Background: an optimization exercise with open tools, aiming at small area, a short achievable clock period and few clock cycles. Do not read the settings as production practice.
At most, simulation tests tie the RTL to the original design; equivalence was not proved.
Power and IR drop assume default switching activity.

## north
==> flow/design.v (excerpt) <==
module its_block (
    input  wire         clk,
    input  wire         rst,         
    input  wire         req_valid,
    output wire         req_ready,
    input  wire [31:0]  req_word,    
    output reg          resp_valid,
    output wire [31:0]  resp_word,   
    output wire [191:0] rec,         
    input  wire         tick,
    input  wire [3:0]   ch_pins,
    output wire         mem_rd,
    output wire [9:0]   mem_addr,
    input  wire [7:0]   mem_rdata
);
    localparam [7:0] OP_NOP      = 8'h00, OP_TMASK  = 8'h01, OP_TUNMASK = 8'h02,
                     OP_ERRRD    = 8'h03, OP_ERRCLR = 8'h04, OP_STATRD  = 8'h05,
                     OP_CRCCLR   = 8'h10, OP_CRCBYTE = 8'h11, OP_CRCRD  = 8'h12,
                     OP_CRCCHAN  = 8'h13, OP_CRCMSG = 8'h14, OP_CRCCMPC = 8'h15,
                     OP_CRCCMPM  = 8'h16, OP_MSGCHK = 8'h17,
                     OP_LDW      = 8'h20, OP_LDM    = 8'h21, OP_LDE     = 8'h22,
                     OP_RDW      = 8'h23, OP_RDM    = 8'h24, OP_RDE     = 8'h25,
                     OP_TINIT    = 8'h26, OP_ARMM   = 8'h27, OP_EDGE    = 8'h28,
                     OP_SELIDX   = 8'h30, OP_SELACT = 8'h31, OP_SELNEXT = 8'h32,
                     OP_CHLATCH  = 8'h33, OP_CHCMD  = 8'h34, OP_CHRD    = 8'h35;
    function [15:0] crc_step;
        input [15:0] c;
        input [7:0]  b;
        integer k;
        reg [15:0] t;
        begin
            t = c ^ {b, 8'h00};
  ...
Size in the first run: ~2300 cells after synthesis, ~290 I/O pins.
==> flow/config.mk <==
export PLATFORM = sky130hd
export DESIGN_NAME = its_block
export DESIGN_NICKNAME = its_block
export VERILOG_FILES = /design/flow/design.v
export SDC_FILE = /design/flow/constraint.sdc
export NUM_CORES = 4
export LEC_CHECK = 0
export CAP_MARGIN = 20
export CORE_MARGIN = 2
export CORE_UTILIZATION = 40
export SLEW_MARGIN = 20
==> flow/constraint.sdc <==
create_clock -name core_clock -period 10.0 [get_ports {clk}]
set_input_delay 2.0000 -clock core_clock [delete_from_list [all_inputs] [get_ports {clk}]]
set_output_delay 2.0000 -clock core_clock [all_outputs]
set_load 0.01 [all_outputs]
standard.sh (not shown) runs the stock make flow with config.mk's settings and CLKGATE_MAP_FILE= SYNTH_SCRIPT=/design/flow/synth_recipe.tcl, a recipe that flattens the netlist after the stock synthesis.
==> flow/flow/run.sh <==
#!/bin/bash
# Standard ORFS layout (the standard.sh), with timing repair aiming below the clock period.
set -euo pipefail
bash standard.sh SETUP_SLACK_MARGIN=7.0 finish > standard_finish.log 2>&1
Modified inputs, south compared to north
Settings: putting CTS_CLUSTER_SIZE at 30 where nothing was set; putting CTS_CLUSTER_DIAMETER at 80 where nothing was set.
==> flow/flow/run.sh <==
#!/bin/bash
# Standard ORFS layout (the standard.sh), with timing repair aiming below the clock
# period and small port buffers.
set -euo pipefail
bash standard.sh SETUP_SLACK_MARGIN=6.5 'BUFFER_PORTS_ARGS=-buffer_cell sky130_fd_sc_hd__buf_2' finish > standard_finish.log 2>&1
--- outcome ---
Worst setup slack delta (south − north): unfavourable
Max via count of the first global-routing pass across north and south: north
Diff north -> south: total detailed-routing wirelength went down 6.7%, fmax went down 0.026 GHz, placed instance count held, layout buffering overhead excluding clock cells went down 7.5 points.
Number of I/O pins essentially unchanged between south and north.
No run of this note included a check of the RTL's function; only the layout flow was run.

## run A
its_block, a different RTL version from the one above (not shown whole).
Size: about 2,200 cells after synthesis, ~440 flip-flops, roughly 0.019 mm2 of cells after synthesis.
==> flow/design.v (excerpt) <==
module its_block (
    input  wire         clk,
    input  wire         rst,         
    input  wire         req_valid,
    output wire         req_ready,
    input  wire [31:0]  req_word,    
    output reg          resp_valid,
    output wire [31:0]  resp_word,   
    output wire [191:0] rec,         
    input  wire         tick,
    input  wire [3:0]   ch_pins,
    output wire         mem_rd,
    output wire [9:0]   mem_addr,
    input  wire [7:0]   mem_rdata
);
clock: 10.0 ns
lec_check: 0
cap_margin: 20
core_margin: 2
core_utilization: 40
cts_cluster_diameter: 80
cts_cluster_size: 30
slew_margin: 20
==> flow/flow/run.sh <==
#!/bin/bash
# Standard ORFS layout (the standard.sh), with timing repair aiming below the clock
# period and small port buffers.
set -euo pipefail
bash standard.sh SETUP_SLACK_MARGIN=6.5 'BUFFER_PORTS_ARGS=-buffer_cell sky130_fd_sc_hd__buf_1' finish > standard_finish.log 2>&1
Run A was carried through to the last stage, and its layout satisfied the timing, design-rule and antenna checks.
Testbench counts of run A, summed over its fixed seeds: cycles 88,706.
Input changes introduced in run B (baseline for comparison: run A):
==> flow/flow/run.sh <==
#!/bin/bash
# Standard ORFS layout (the standard.sh), with timing repair aiming below the clock
# period and small port buffers.
set -euo pipefail
bash standard.sh SETUP_SLACK_MARGIN=7.0 'BUFFER_PORTS_ARGS=-buffer_cell sky130_fd_sc_hd__buf_2' finish > standard_finish.log 2>&1
==> run notes <==
Arrival time at the worst endpoint in run B is 2730 ps lower than in run A. NOTE: worst slack at placement in run B falls short of that of run A. Re power share of the clock group: run A was higher than run B. Changes observed in run B relative to run A: wire length of the first global-routing pass went up; slew at the pin with the worst max-slew slack went down; peak clock frequency supported by timing picked up an extra 22 MHz; insertion delay to the later sink of the worst-skew pair down 20 ps. The source of the critical timing path comes out sr[0] in one run and sr[6] in the other, namely in run B and run A respectively. In the reports for run B and run A, the larger multi-input logic area belongs to run B. Relative to run A, routed length per placed instance has gone up in run B. Per the comparison of run B with run A, utilization went up, clock skew fell by 8.9 ps.
Input-level comparison between run C and run B:
- a change of CORE_UTILIZATION from 40 to 45
- an added CTS_BUF_LIST of sky130_fd_sc_hd__clkbuf_8
- a change of CTS_CLUSTER_SIZE from 30 to 16
- a change of CTS_CLUSTER_DIAMETER from 80 to 50
==> flow/flow/run.sh <==
#!/bin/bash
# Standard ORFS layout (the standard.sh), with timing repair aiming below the clock
# period and small port buffers.
set -euo pipefail
bash standard.sh SETUP_SLACK_MARGIN=6.5 'BUFFER_PORTS_ARGS=-buffer_cell sky130_fd_sc_hd__buf_1' finish > standard_finish.log 2>&1
==> comparison <==
Compared with run B, power in run C decreased by a little under 10%. Against run B, maximum VDD drop in run C fell slightly. In run C, first-pass GRT wire length is lower than in run B. Relative to run B, share of total power in combinational logic has gone down in run C. Changes observed in run C relative to run B: count of clock-buffer cells in the layout saw an increase, wire length lost 6.8 mm, hold slack saw little to no change, design area dropped 0.0032 mm2. [run C] total via count in the routed design fell about 2.6% relative to run B. A timing startpoint of the critical path of sr[0] is what run B shows, while go belongs to run C.
Input changes introduced in run D (baseline for comparison: run C):
- swapping 45 for 48 in CORE_UTILIZATION
==> flow/flow/run.sh <==
#!/bin/bash
# Standard ORFS layout (the standard.sh), with timing repair aiming below the clock
# period and small port buffers.
set -euo pipefail
bash standard.sh SETUP_SLACK_MARGIN=6.65 'BUFFER_PORTS_ARGS=-buffer_cell sky130_fd_sc_hd__buf_1' finish > standard_finish.log 2>&1
Run comparison: run C critical path launch point go; run D critical path launch point w[19]
Run D -> run C: cell area after placement flat
Run D vs. run C: critical-path maximum fanout decreased by 23 relative to the old numbers, area of the die decreased by 6.1% relative to the old numbers, number of cell rows decreased by 2 relative to the old numbers, wire length after detailed routing increased by about 1.6% relative to the old numbers, clock skew increased by 17 ps relative to the old numbers.
Going from run C to run D, first-pass GRT wire length increased 1.5 mm; relative slew slack increased by 10 points relative to the old numbers.
--- input diff run D..run E ---
- swapping 48 for 45 in CORE_UTILIZATION
==> flow/flow/run.sh <==
#!/bin/bash
# Standard ORFS layout (the standard.sh), with timing repair aiming below the clock
# period and small port buffers.
set -euo pipefail
bash standard.sh SETUP_SLACK_MARGIN=6.8 'BUFFER_PORTS_ARGS=-buffer_cell sky130_fd_sc_hd__buf_1' finish > standard_finish.log 2>&1
--- outcome ---
NOTE pin count of the biggest net entering global routing run D->run E increased by more than a quarter. The run showing the smaller fmax is run D. Run D was routed with fewer vias than run E. Filler-free cell count of the finished design (run E over run D): increase, about 1.7%. Total power: run E vs run D, no meaningful difference. Looking at clock tree cell share of total cell area, run E sits 0.44 points lower than run D does.

its_block, a different RTL version from the one above (not shown whole).
For scale: ~2200 cells after synthesis, ~440 flip-flops, ~290 I/O pins, about 20000 um2 of cells after synthesis.
export LEC_CHECK = 0
export CAP_MARGIN = 20
export CORE_MARGIN = 2
export CORE_UTILIZATION = 40
export CTS_CLUSTER_DIAMETER = 80
export CTS_CLUSTER_SIZE = 30
export SLEW_MARGIN = 20
create_clock -name core_clock -period 10.0 [get_ports {clk}]
==> flow/flow/run.sh <==
#!/bin/bash
# Standard ORFS layout (the standard.sh), with timing repair aiming below the clock
# period and small port buffers.
set -euo pipefail
bash standard.sh SETUP_SLACK_MARGIN=7.0 'BUFFER_PORTS_ARGS=-buffer_cell sky130_fd_sc_hd__buf_2' finish > standard_finish.log 2>&1
Edit:
==> flow/flow/run.sh (replaced) <==
#!/bin/bash
# Standard ORFS layout (the standard.sh), with timing repair aiming below the clock
# period and small port buffers.
set -euo pipefail
bash standard.sh SETUP_SLACK_MARGIN=6.5 'BUFFER_PORTS_ARGS=-buffer_cell sky130_fd_sc_hd__buf_2' finish > standard_finish.log 2>&1
What happened: Area after synthesis does not change. Register-to-register slack gets worse by 110 ps. Cell count goes down by 4.5%. Routed wire length goes down by 8.8%. Die area is unchanged. Count of clock-buffer cells in the layout goes down by 4. Sequential share of layout area goes up by 3.9 points. Global-route usage goes down by 2.7 points.
No functional check of the RTL was part of any run of this note.

the baseline:
its_block, a different RTL version from the one above (not shown whole).
Size: about 440 flip-flops, roughly 290 I/O pins, about 19,000 µm² of cells after synthesis.
Settings: LEC_CHECK=0, CAP_MARGIN=20, CORE_MARGIN=2, CORE_UTILIZATION=40, CTS_CLUSTER_DIAMETER=80, CTS_CLUSTER_SIZE=30, SLEW_MARGIN=20; clock period 10.0 ns.
==> flow/flow/run.sh <==
#!/bin/bash
# Standard ORFS layout (the standard.sh), with timing repair aiming below the clock
# period and small port buffers.
set -euo pipefail
bash standard.sh SETUP_SLACK_MARGIN=7.0 'BUFFER_PORTS_ARGS=-buffer_cell sky130_fd_sc_hd__buf_2' finish > standard_finish.log 2>&1
Both conditions hold for the baseline: the flow ran to the end and the final layout passed the timing, design-rule and antenna checks.
The inputs of the candidate differ from those of the baseline as listed below.
==> flow/flow/run.sh <==
#!/bin/bash
# Standard ORFS layout (the standard.sh), with timing repair aiming below the clock
# period and small port buffers.
set -euo pipefail
bash standard.sh SETUP_SLACK_MARGIN=6.5 'BUFFER_PORTS_ARGS=-buffer_cell sky130_fd_sc_hd__buf_2' finish > standard_finish.log 2>&1
==> run notes <==
Routed wire in the candidate totals less than in the baseline.
[compare] base=the baseline new=the candidate: post-synthesis to final-layout area growth now sits lower, tightest hold margin now sits at about the same level.
The candidate vs. the baseline: sequential fraction of total cell area went up by 3.5 points.
Count of unresolved DRC violations after routing: the candidate vs the baseline identical
Compared with the baseline, the candidate shows a lower global-route usage.
Against the baseline, the candidate comes in 0.0085 ns higher on clock skew.
Function was not checked in any run of this note: the RTL went through the layout flow alone.

==> port drivers added, routing unchanged <==
Ports are ideal in the flow. The routed layouts listed here were re-timed in OpenROAD.
Step 1 (the two cells are an assumption about what drives the block):
set clk [get_ports {clk}]
set_driving_cell -lib_cell sky130_fd_sc_hd__clkbuf_16 $clk
set_driving_cell -lib_cell sky130_fd_sc_hd__buf_2 [delete_from_list [all_inputs] $clk]
Step 2 also shifts input and output timing later by t, the mid clock arrival at the registers, as if the neighbouring blocks saw the same clock.
Three values: no drivers, after step 1, after step 2; two values: the first two.
run | t (ns) | slack for setup (ns) | worst data-port slew with drivers (ns)
north | 0.665 | 6.821 / 6.765 / 6.440 | 0.12
south | 0.663 | 6.534 / 6.478 / 5.900 | 0.09
run A | 0.670 | 6.528 / 6.471 / 6.282 | 0.07
run B | 0.657 | 6.775 / 6.714 / 6.478 | 0.09
run C | 0.693 | 6.539 / 6.505 / 6.336 | 0.07
run D | 0.702 | 6.643 / 6.642 / 6.467 | 0.08
run E | 0.713 | 6.711 / 6.659 / 6.374 | 0.06
the first run of note 3 | 0.677 | 6.545 / 6.571 / 5.894 | 0.07
the second run of note 3 | 0.649 | 6.519 / 6.522 / 5.899 | 0.08
the baseline | 0.656 | 6.460 / 6.460 / 6.036 | 0.10
the candidate | 0.661 | 6.428 / 6.428 / 5.981 | 0.09
After both steps every run listed still meets setup and hold. The setup slack of the first run of note 3, which loses most, moves by +0.026 ns with the drivers and by -0.651 ns with both steps.
